From an optimization exercise on the open Yosys and OpenROAD flow, aimed at small area, a short achievable clock period and few clock cycles per item; shortcuts taken in it are not production practice.
At most, simulation tests tie the RTL to the original design; equivalence was not proved.
Power is estimated from default activity; no workload was simulated.

==> flow/design.v <==
module line21_decoder (
    input  wire       clk,
    input  wire       rst,           
    input  wire       in_valid,
    output wire       in_ready,
    input  wire [7:0] in_data,
    input  wire       in_last,
    output wire       out_valid,
    input  wire       out_ready,
    output wire       out_ok,
    output wire [3:0] out_cause,
    output wire [7:0] out_byte0,
    output wire [7:0] out_byte1
);
    localparam N   = 256;            
    localparam D   = 3;              
    localparam PW  = 2;              
    localparam [7:0] BUB = 8'd1;
    integer j;
    function [PW-1:0] inc;
        input [PW-1:0] p;
        inc = (p == D-1) ? {PW{1'b0}} : p + 1'b1;
    endfunction
    reg       rdy;                   
    reg       a_v, a_l, b_v, b_l;
    reg [7:0] a_d, b_d;
    assign in_ready = rdy;
    wire acc = in_valid & ~b_v;
    reg          e_v    [0:D-1];
    reg          e_done [0:D-1];
    reg [17:0]   e_f    [0:D-1];
    reg [PW-1:0] wp, cp, fp, op;
    reg [1:0]    nc;                 
    reg [7:0] ring [0:N-1];
    wire [7:0] tail = ring[N-1];
    reg        fl;                   
    reg [8:0]  tc;                   
    reg        tz;                   
    reg        h_v;                  
    reg [7:0]  h_d;
    wire rpos   = (nc != 2'd0);
    reg  tbub;                       
    wire nb     = ~fl & ~tbub;
    wire cons   = nb & rpos;
    wire recirc = nb & ~rpos;
    wire uz     = fl | tz | rpos;    
    reg [8:0] cnt;                   
    reg [7:0] m;
    reg       ovf;
    wire [17:0] ecp    = e_f[cp];
    wire [8:0]  tc_end = rpos ? ecp[8:0] : cnt;
    wire        t_end  = (tc == tc_end);   
    wire store    = ~cnt[8];
    wire a_go     = a_v & (~(store | a_l) | (uz & ~recirc & (~h_v | ~store)))
                        & (~a_l | ~e_v[wp]);
    wire a_free   = ~a_v | a_go;
    wire wr       = a_go & store;
    wire row_done = a_go & a_l;
    wire [7:0] a_map  = (a_d < 8'd15) ? 8'd0 : a_d;
    wire [7:0] m_nx   = (a_d > m) ? a_d : m;
    wire [8:0] cnt_nx = cnt + {8'd0, store};
    wire       pstart = recirc & tz & ~h_v;
    wire [7:0] head   = h_v ? h_d : (pstart ? BUB : (recirc ? tail : (wr ? a_map : BUB)));
    wire b_v_nx = a_free ? 1'b0 : (b_v | acc);
    always @(posedge clk) begin
        if (rst)
            h_v <= 1'b0;
        else if (h_v | pstart)
            h_v <= recirc;
        if (recirc)
            h_d <= tail;
    end
    always @(posedge clk) begin
        tbub    <= (ring[N-2] == BUB);
        ring[0] <= head;
        for (j = 1; j < N; j = j + 1)
            ring[j] <= ring[j-1];
    end
    always @(posedge clk) begin
        if (rst) begin
            a_v   <= 1'b0;
            b_v   <= 1'b0;
            rdy   <= 1'b1;
        end else begin
            rdy   <= ~b_v_nx;
            b_v <= b_v_nx;
            if (a_free)
                a_v <= b_v | acc;
        end
        if (a_free) begin
            a_d <= b_v ? b_d : in_data;
            a_l <= b_v ? b_l : in_last;
        end else if (acc) begin
            b_d <= in_data;
            b_l <= in_last;
        end
    end
    always @(posedge clk) begin
        if (rst) begin
            cnt <= 9'd0;
            m   <= 8'd0;
            ovf <= 1'b0;
        end else if (a_go) begin
            if (a_l) begin
                cnt <= 9'd0;
                m   <= 8'd0;
                ovf <= 1'b0;
            end else begin
                cnt <= cnt_nx;
                m   <= m_nx;
                ovf <= ovf | ~store;
            end
        end
    end
    reg  [7:0]  mq;                  
    reg         v1, f1, l1;
    reg [7:0]   s1;
    always @(posedge clk) begin
        if (rst) begin
            fl <= 1'b1;
            tc <= 9'd1 - N;          
            tz <= 1'b0;
            cp <= {PW{1'b0}};
            v1 <= 1'b0;
        end else begin
            v1 <= cons;
            if (fl) begin
                tc <= tc + 1'b1;
                tz <= (tc == 9'd0);
                if (tc == 9'd0)
                    fl <= 1'b0;
            end else if (nb) begin
                if (t_end) begin
                    tc <= 9'd1;
                    tz <= 1'b1;
                end else begin
                    tc <= tc + 1'b1;
                    tz <= 1'b0;
                end
                if (cons & t_end)
                    cp <= inc(cp);
            end
        end
        s1 <= tail;
        f1 <= tz;
        l1 <= t_end;
        if (tz)
            mq <= ecp[16:9];
    end
    reg  prevb;
    wire [11:0] k14 = {mq, 4'd0} - {3'd0, mq, 1'b0};
    wire [11:0] k9  = {1'b0, mq, 3'd0} + {4'd0, mq};
    wire [12:0] s25 = {s1, 4'd0} + {1'b0, s1, 3'd0} + {5'd0, s1};
    wire [12:0] s20 = {s1, 4'd0} + {2'd0, s1, 2'd0};
    wire b1 = (s25 >= {1'b0, k14}) | ((s20 >= {1'b0, k9}) & ~f1 & prevb);
    reg  v2, b2, f2, l2;
    always @(posedge clk) begin
        if (rst)
            v2 <= 1'b0;
        else
            v2 <= v1;
        if (v1)
            prevb <= b1;
        b2 <= b1;
        f2 <= f1;
        l2 <= l1;
    end
    localparam PH_START = 3'd0, PH_COUNT = 3'd1, PH_RISE = 3'd2,
               PH_SAMP  = 3'd3, PH_FULL  = 3'd4,
               PH_F3    = 3'd5, PH_F4    = 3'd6, PH_F5   = 3'd7;    
    reg [2:0]  ph;
    reg [6:0]  ci;                   
    reg [3:0]  sc;                   
    reg [4:0]  kn;                   
    reg [3:0]  bw;
    reg [23:0] hist;                 
    wire [6:0] pos  = f2 ? 7'd0 : ci;
    wire [2:0] ph_e = f2 ? PH_START : ph;
    wire [6:0] len  = ci - {3'd0, sc};
    wire       take = (sc == 4'd0);
    wire       hsh  = (ph_e < PH_SAMP) | ((ph_e == PH_SAMP) & ((kn == 5'd0) | take));
    wire [8:0]  w    = e_f[fp][8:0];
    wire [7:0]  st20 = {pos[3:0], 4'd0} + {2'd0, pos[3:0], 2'd0};
    wire [9:0]  ci5  = {3'd0, ci} + {1'b0, ci, 2'd0};
    wire        stfail = (pos > 7'd12) | ({1'b0, st20} > w);
    wire        spfail = ({1'b0, w} > ci5) | ({ci5, 1'b0} > {1'b0, w3q});
    reg  [9:0]  w3q;                 
    reg [3:0] bw_c;
    always @(*) begin
        case (len)
            7'd13:                                           bw_c = 4'd2;
            7'd14, 7'd15, 7'd16, 7'd17, 7'd18, 7'd19:        bw_c = 4'd3;
            7'd20, 7'd21, 7'd22, 7'd23, 7'd24, 7'd25, 7'd26: bw_c = 4'd4;
            7'd27, 7'd28, 7'd29, 7'd30, 7'd31, 7'd32, 7'd33: bw_c = 4'd5;
            7'd34, 7'd35, 7'd36, 7'd37, 7'd38, 7'd39:        bw_c = 4'd6;
            7'd40, 7'd41, 7'd42, 7'd43, 7'd44, 7'd45, 7'd46: bw_c = 4'd7;
            7'd47, 7'd48, 7'd49, 7'd50, 7'd51, 7'd52:        bw_c = 4'd8;
            7'd53, 7'd54, 7'd55, 7'd56, 7'd57, 7'd58, 7'd59: bw_c = 4'd9;
            7'd60, 7'd61, 7'd62, 7'd63, 7'd64, 7'd65, 7'd66: bw_c = 4'd10;
            7'd67, 7'd68, 7'd69, 7'd70, 7'd71, 7'd72:        bw_c = 4'd11;
            default:                                         bw_c = 4'd12;
        endcase
    end
    wire [4:0] bw2  = {bw, 1'b0};
    wire       s_m2 = hist[bw - 1'b1];
    wire       s_m3 = hist[bw2 - 1'b1];
    reg fv;
    always @(posedge clk) begin
        w3q <= {1'b0, w} + {w, 1'b0};
        if (rst)
            fv <= 1'b0;
        else
            fv <= v2 & l2;
        if (v2) begin
            ci   <= (pos == 7'd127) ? pos : pos + 1'b1;
            if (hsh)
                hist <= {hist[22:0], b2};
            ph   <= ph_e;
            case (ph_e)
            PH_START: if (b2) begin
                sc     <= pos[3:0];
                kn     <= 5'd0;
                ph     <= stfail ? PH_F3 : PH_COUNT;
            end
            PH_COUNT: if (b2 != hist[0]) begin
                kn <= kn + 1'b1;
                if (kn == 5'd12) begin
                    bw     <= bw_c;
                    ph     <= spfail ? PH_F3 : PH_RISE;
                end
            end
            PH_RISE: if (b2) begin
                ph <= PH_SAMP;
                sc <= {1'b0, bw[3:1]} - 1'b1;
                kn <= 5'd0;
            end
            PH_SAMP: if (take) begin
                sc <= bw - 1'b1;
                kn <= kn + 1'b1;
                if (kn == 5'd0) begin
                    if (pos < {2'd0, bw2})
                        ph <= PH_F5;
                    else if ({s_m3, s_m2, b2} != 3'b001)
                        ph <= PH_F4;
                end else if (kn == 5'd16)
                    ph <= PH_FULL;
            end else
                sc <= sc - 1'b1;
            default: ;
            endcase
        end
    end
    wire [6:0] byte0 = {hist[9], hist[10], hist[11], hist[12], hist[13], hist[14], hist[15]};
    wire [6:0] byte1 = {hist[1], hist[2], hist[3], hist[4], hist[5], hist[6], hist[7]};
    wire [17:0] efp  = e_f[fp];
    wire        par  = (^hist[15:8]) & (^hist[7:0]);
    reg  [3:0] rc;
    always @(*) begin
        if (efp[17])                            rc = 4'd8;
        else if (efp[16:9] < 8'd32)             rc = 4'd1;
        else case (ph)
            PH_START, PH_COUNT:                 rc = 4'd2;
            PH_RISE:                            rc = 4'd7;
            PH_SAMP, PH_F5:                     rc = 4'd5;
            PH_FULL:                            rc = par ? 4'd0 : 4'd6;
            PH_F3:                              rc = 4'd3;
            default:                            rc = 4'd4;
        endcase
    end
    reg       o_v, o_ok;
    reg [3:0] o_c;
    reg [6:0] o_b0, o_b1;
    assign out_valid = o_v;
    assign out_ok    = o_ok;
    assign out_cause = o_c;
    assign out_byte0 = {1'b0, o_b0};
    assign out_byte1 = {1'b0, o_b1};
    wire [17:0] eop    = e_f[op];
    reg         o_free;              
    wire        o_load = o_free & e_done[op];
    always @(posedge clk) begin
        if (rst) begin
            o_v    <= 1'b0;
            o_free <= 1'b1;
            wp  <= {PW{1'b0}};
            fp  <= {PW{1'b0}};
            op  <= {PW{1'b0}};
            nc  <= 2'd0;
            for (j = 0; j < D; j = j + 1) begin
                e_v[j]    <= 1'b0;
                e_done[j] <= 1'b0;
            end
        end else begin
            o_v    <= o_load | (~o_free & ~out_ready);
            o_free <= ~o_load & (o_free | out_ready);
            nc <= nc + {1'b0, row_done} - {1'b0, cons & t_end};
            if (row_done) begin
                e_v[wp] <= 1'b1;
                wp      <= inc(wp);
            end
            if (fv) begin
                e_done[fp] <= 1'b1;
                fp         <= inc(fp);
            end
            if (o_load) begin
                e_v[op]    <= 1'b0;
                e_done[op] <= 1'b0;
                op         <= inc(op);
            end
        end
        if (row_done)
            e_f[wp] <= {ovf | ~store, m_nx, cnt_nx};
        if (fv)
            e_f[fp] <= {rc, (rc == 4'd0) ? {byte1, byte0} : 14'd0};
        if (o_load) begin
            o_ok <= (eop[17:14] == 4'd0);
            o_c  <= eop[17:14];
            o_b0 <= eop[6:0];
            o_b1 <= eop[13:7];
        end
    end
endmodule
==> flow/config.mk <==
export PLATFORM = sky130hd
export DESIGN_NAME = line21_decoder
export DESIGN_NICKNAME = line21_decoder
export VERILOG_FILES = /design/flow/design.v
export SDC_FILE = /design/flow/constraint.sdc
export NUM_CORES = 4
export LEC_CHECK = 0
export CAP_MARGIN = 20
export CORE_MARGIN = 2
export CORE_UTILIZATION = 40
export CTS_CLUSTER_DIAMETER = 100
export CTS_CLUSTER_SIZE = 25
export SLEW_MARGIN = 20
==> flow/constraint.sdc <==
create_clock -name core_clock -period 14.0 [get_ports {clk}]
set_input_delay 2.8000 -clock core_clock [delete_from_list [all_inputs] [get_ports {clk}]]
set_output_delay 2.8000 -clock core_clock [all_outputs]
set_load 0.01 [all_outputs]
standard.sh (not shown) runs the stock make flow with config.mk's settings and CLKGATE_MAP_FILE= SYNTH_SCRIPT=/design/flow/synth_recipe.tcl, a recipe that flattens the netlist after the stock synthesis.
==> flow/flow/run.sh <==
#!/bin/bash
# Layout flow: the standard flow (standard synthesis, floorplan, power
# grid, placement, CTS, routing), with one change: the buffers that the flow
# puts on every input and output port are buf_4 cells instead of the
# buffer_ports default (a clkdlybuf4s50 delay cell).
set -o pipefail
export BUFFER_PORTS_ARGS="-buffer_cell sky130_fd_sc_hd__buf_4"
bash standard.sh > standard.log 2>&1
==> next run, changes <==
--- a/flow/design.v
+++ b/flow/design.v
@@ -182,5 +182,5 @@
     wire [8:0]  w    = e_f[fp][8:0];
     wire [7:0]  st20 = {pos[3:0], 4'd0} + {2'd0, pos[3:0], 2'd0};
-    wire [9:0]  ci5  = {3'd0, ci} + {1'b0, ci, 2'd0};
+    reg  [9:0]  ci5;                 
     wire        stfail = (pos > 7'd12) | ({1'b0, st20} > w);
     wire        spfail = ({1'b0, w} > ci5) | ({ci5, 1'b0} > {1'b0, w3q});
@@ -213,5 +213,8 @@
             fv <= v2 & l2;
         if (v2) begin
-            ci   <= (pos == 7'd127) ? pos : pos + 1'b1;
+            if (pos != 7'd127) begin
+                ci  <= pos + 1'b1;
+                ci5 <= (f2 ? 10'd0 : ci5) + 10'd5;
+            end
             if (hsh)
                 hist <= {hist[22:0], b2};
The changed run produced a clean layout.
Power went up by 0.84%.
Die area went up by 0.53%.
Cell count went up by 2.2%.
Area after synthesis went up by 0.54%.
First-iteration DRC count went up by 43%.
Function was not checked in any run of this note: the RTL went through the layout flow alone.


line21_decoder, a different RTL version from the one above (not shown whole).
Size: about 3500 cells after synthesis, about 2300 flip-flops.
==> flow/config.mk <==
export PLATFORM = sky130hd
export DESIGN_NAME = line21_decoder
export DESIGN_NICKNAME = line21_decoder
export VERILOG_FILES = /design/flow/design.v
export SDC_FILE = /design/flow/constraint.sdc
export NUM_CORES = 4
export LEC_CHECK = 0
export CAP_MARGIN = 20
export CORE_MARGIN = 2
export CORE_UTILIZATION = 40
export CTS_CLUSTER_DIAMETER = 100
export CTS_CLUSTER_SIZE = 25
export SLEW_MARGIN = 20
==> flow/constraint.sdc <==
create_clock -name core_clock -period 14.0 [get_ports {clk}]
set_input_delay 2.8000 -clock core_clock [delete_from_list [all_inputs] [get_ports {clk}]]
set_output_delay 2.8000 -clock core_clock [all_outputs]
set_load 0.01 [all_outputs]
Scripts as last shown in full above: flow/flow/run.sh
Testbench counts at the start, summed over its fixed seeds: cycles 158,631, frames 960.
Rerun with:
--- a/flow/design.v
+++ b/flow/design.v
@@ -165,34 +165,34 @@
             v2 <= v1;
         if (v1)
             prevb <= b1;
         b2 <= b1;
         f2 <= f1;
         l2 <= l1;
     end
     localparam PH_START = 3'd0, PH_COUNT = 3'd1, PH_RISE = 3'd2,
-               PH_SAMP  = 3'd3, PH_FULL  = 3'd4, PH_FAIL = 3'd5;
+               PH_SAMP  = 3'd3, PH_FULL  = 3'd4,
+               PH_F3    = 3'd5, PH_F4    = 3'd6, PH_F5   = 3'd7;    
     reg [2:0]  ph;
-    reg [8:0]  ci;                   
+    reg [6:0]  ci;                   
     reg [3:0]  sc;                   
-    reg        stfail;               
-    reg        spfail;               
     reg [4:0]  kn;                   
     reg [3:0]  bw;
     reg [23:0] hist;                 
-    reg        cz5;                  
-    wire [8:0] pos  = f2 ? 9'd0 : ci;
+    wire [6:0] pos  = f2 ? 7'd0 : ci;
     wire [2:0] ph_e = f2 ? PH_START : ph;
-    wire [6:0] len  = ci[6:0] - {3'd0, sc};
+    wire [6:0] len  = ci - {3'd0, sc};
     wire       take = (sc == 4'd0);
     wire       hsh  = (ph_e < PH_SAMP) | ((ph_e == PH_SAMP) & ((kn == 5'd0) | take));
     wire [8:0]  w    = e_f[fp][8:0];
     wire [7:0]  st20 = {pos[3:0], 4'd0} + {2'd0, pos[3:0], 2'd0};
-    wire [10:0] ci5  = {2'd0, ci} + {ci, 2'd0};
+    wire [9:0]  ci5  = {3'd0, ci} + {1'b0, ci, 2'd0};
+    wire        stfail = (pos > 7'd12) | ({1'b0, st20} > w);
+    wire        spfail = ({1'b0, w} > ci5) | ({ci5, 1'b0} > {1'b0, w3q});
     reg  [9:0]  w3q;                 
     reg [3:0] bw_c;
     always @(*) begin
         case (len)
             7'd13:                                           bw_c = 4'd2;
             7'd14, 7'd15, 7'd16, 7'd17, 7'd18, 7'd19:        bw_c = 4'd3;
             7'd20, 7'd21, 7'd22, 7'd23, 7'd24, 7'd25, 7'd26: bw_c = 4'd4;
             7'd27, 7'd28, 7'd29, 7'd30, 7'd31, 7'd32, 7'd33: bw_c = 4'd5;
@@ -211,72 +211,69 @@
     reg fv;
     always @(posedge clk) begin
         w3q <= {1'b0, w} + {w, 1'b0};
         if (rst)
             fv <= 1'b0;
         else
             fv <= v2 & l2;
         if (v2) begin
-            ci   <= pos + 1'b1;
+            ci   <= (pos == 7'd127) ? pos : pos + 1'b1;
             if (hsh)
                 hist <= {hist[22:0], b2};
             ph   <= ph_e;
             case (ph_e)
             PH_START: if (b2) begin
                 sc     <= pos[3:0];
-                stfail <= (pos > 9'd12) | ({1'b0, st20} > w);
                 kn     <= 5'd0;
-                ph     <= PH_COUNT;
+                ph     <= stfail ? PH_F3 : PH_COUNT;
             end
             PH_COUNT: if (b2 != hist[0]) begin
                 kn <= kn + 1'b1;
                 if (kn == 5'd12) begin
-                    spfail <= ({2'd0, w} > ci5) | ({ci5, 1'b0} > {2'd0, w3q});
                     bw     <= bw_c;
-                    ph     <= PH_RISE;
+                    ph     <= spfail ? PH_F3 : PH_RISE;
                 end
             end
             PH_RISE: if (b2) begin
                 ph <= PH_SAMP;
                 sc <= {1'b0, bw[3:1]} - 1'b1;
                 kn <= 5'd0;
             end
             PH_SAMP: if (take) begin
                 sc <= bw - 1'b1;
                 kn <= kn + 1'b1;
                 if (kn == 5'd0) begin
-                    cz5 <= (pos < {4'd0, bw2});
-                    if ((pos < {4'd0, bw2}) || ({s_m3, s_m2, b2} != 3'b001))
-                        ph <= PH_FAIL;
+                    if (pos < {2'd0, bw2})
+                        ph <= PH_F5;
+                    else if ({s_m3, s_m2, b2} != 3'b001)
+                        ph <= PH_F4;
                 end else if (kn == 5'd16)
                     ph <= PH_FULL;
             end else
                 sc <= sc - 1'b1;
             default: ;
             endcase
         end
     end
     wire [6:0] byte0 = {hist[9], hist[10], hist[11], hist[12], hist[13], hist[14], hist[15]};
     wire [6:0] byte1 = {hist[1], hist[2], hist[3], hist[4], hist[5], hist[6], hist[7]};
     wire [17:0] efp  = e_f[fp];
     wire        par  = (^hist[15:8]) & (^hist[7:0]);
     reg  [3:0] rc;
     always @(*) begin
         if (efp[17])                            rc = 4'd8;
         else if (efp[16:9] < 8'd32)             rc = 4'd1;
-        else if (ph == PH_START)                rc = 4'd2;
-        else if (stfail)                        rc = 4'd3;
-        else if (ph == PH_COUNT)                rc = 4'd2;
-        else if (spfail)                        rc = 4'd3;
         else case (ph)
+            PH_START, PH_COUNT:                 rc = 4'd2;
             PH_RISE:                            rc = 4'd7;
-            PH_SAMP:                            rc = 4'd5;
+            PH_SAMP, PH_F5:                     rc = 4'd5;
             PH_FULL:                            rc = par ? 4'd0 : 4'd6;
-            default:                            rc = cz5 ? 4'd5 : 4'd4;
+            PH_F3:                              rc = 4'd3;
+            default:                            rc = 4'd4;
         endcase
     end
     reg       o_v, o_ok;
     reg [3:0] o_c;
     reg [6:0] o_b0, o_b1;
     assign out_valid = o_v;
     assign out_ok    = o_ok;
     assign out_cause = o_c;
Result: Worst setup slack gets worse by 0.091 ns; global-route usage goes down by 0.10 points; utilization goes down by 0.11 points; cell count is about the same; final area goes down by 0.38%; sequential share of layout area barely changes; die area goes down by 0.41%; non-clock buffer count goes up by 1; power stays flat; clock skew goes up by 0.011 ns; register-to-register slack gets worse by 0.25 ns.
Testbench counts after the change, summed over its fixed seeds: cycles 158,631, frames 960.

separate check: timing with driven ports:
In the flow no input, the clock included, has a driving cell. The finished layouts below were timed again as built, in two steps.
Step 1 sets driving cells, clkbuf_16 on the clock port and buf_2 on the other inputs (assumed; they add their load-dependent delay and slew).
Step 2 also shifts input and output timing later by t, the mid clock arrival at the registers, as if the neighbouring blocks saw the same clock.
a / b / c = ideal ports / drivers / drivers and shift; a / b = the first two.
run | shift t [ns] | setup slack, ns | worst hold slack (ns) | worst register clock-pin slew, ns
the first run of note 1 | 0.794 | 9.928 / 9.851 / 9.974 | 0.278 / 0.278 / 0.278 | 0.11 / 0.11
the second run of note 1 | 0.773 | 9.954 / 9.889 / 9.845 | 0.310 / 0.310 / 0.310 | 0.11 / 0.11
the first run of note 2 | 0.776 | 9.920 / 9.846 / 9.760 | 0.311 / 0.311 / 0.311 | 0.11 / 0.11
the second run of note 2 | 0.779 | 9.829 / 9.764 / 9.828 | 0.295 / 0.295 / 0.295 | 0.11 / 0.11
After both steps every run listed still meets setup and hold. The setup slack of the first run of note 2, which loses most, moves by -0.074 ns with the drivers and by -0.160 ns with both steps.
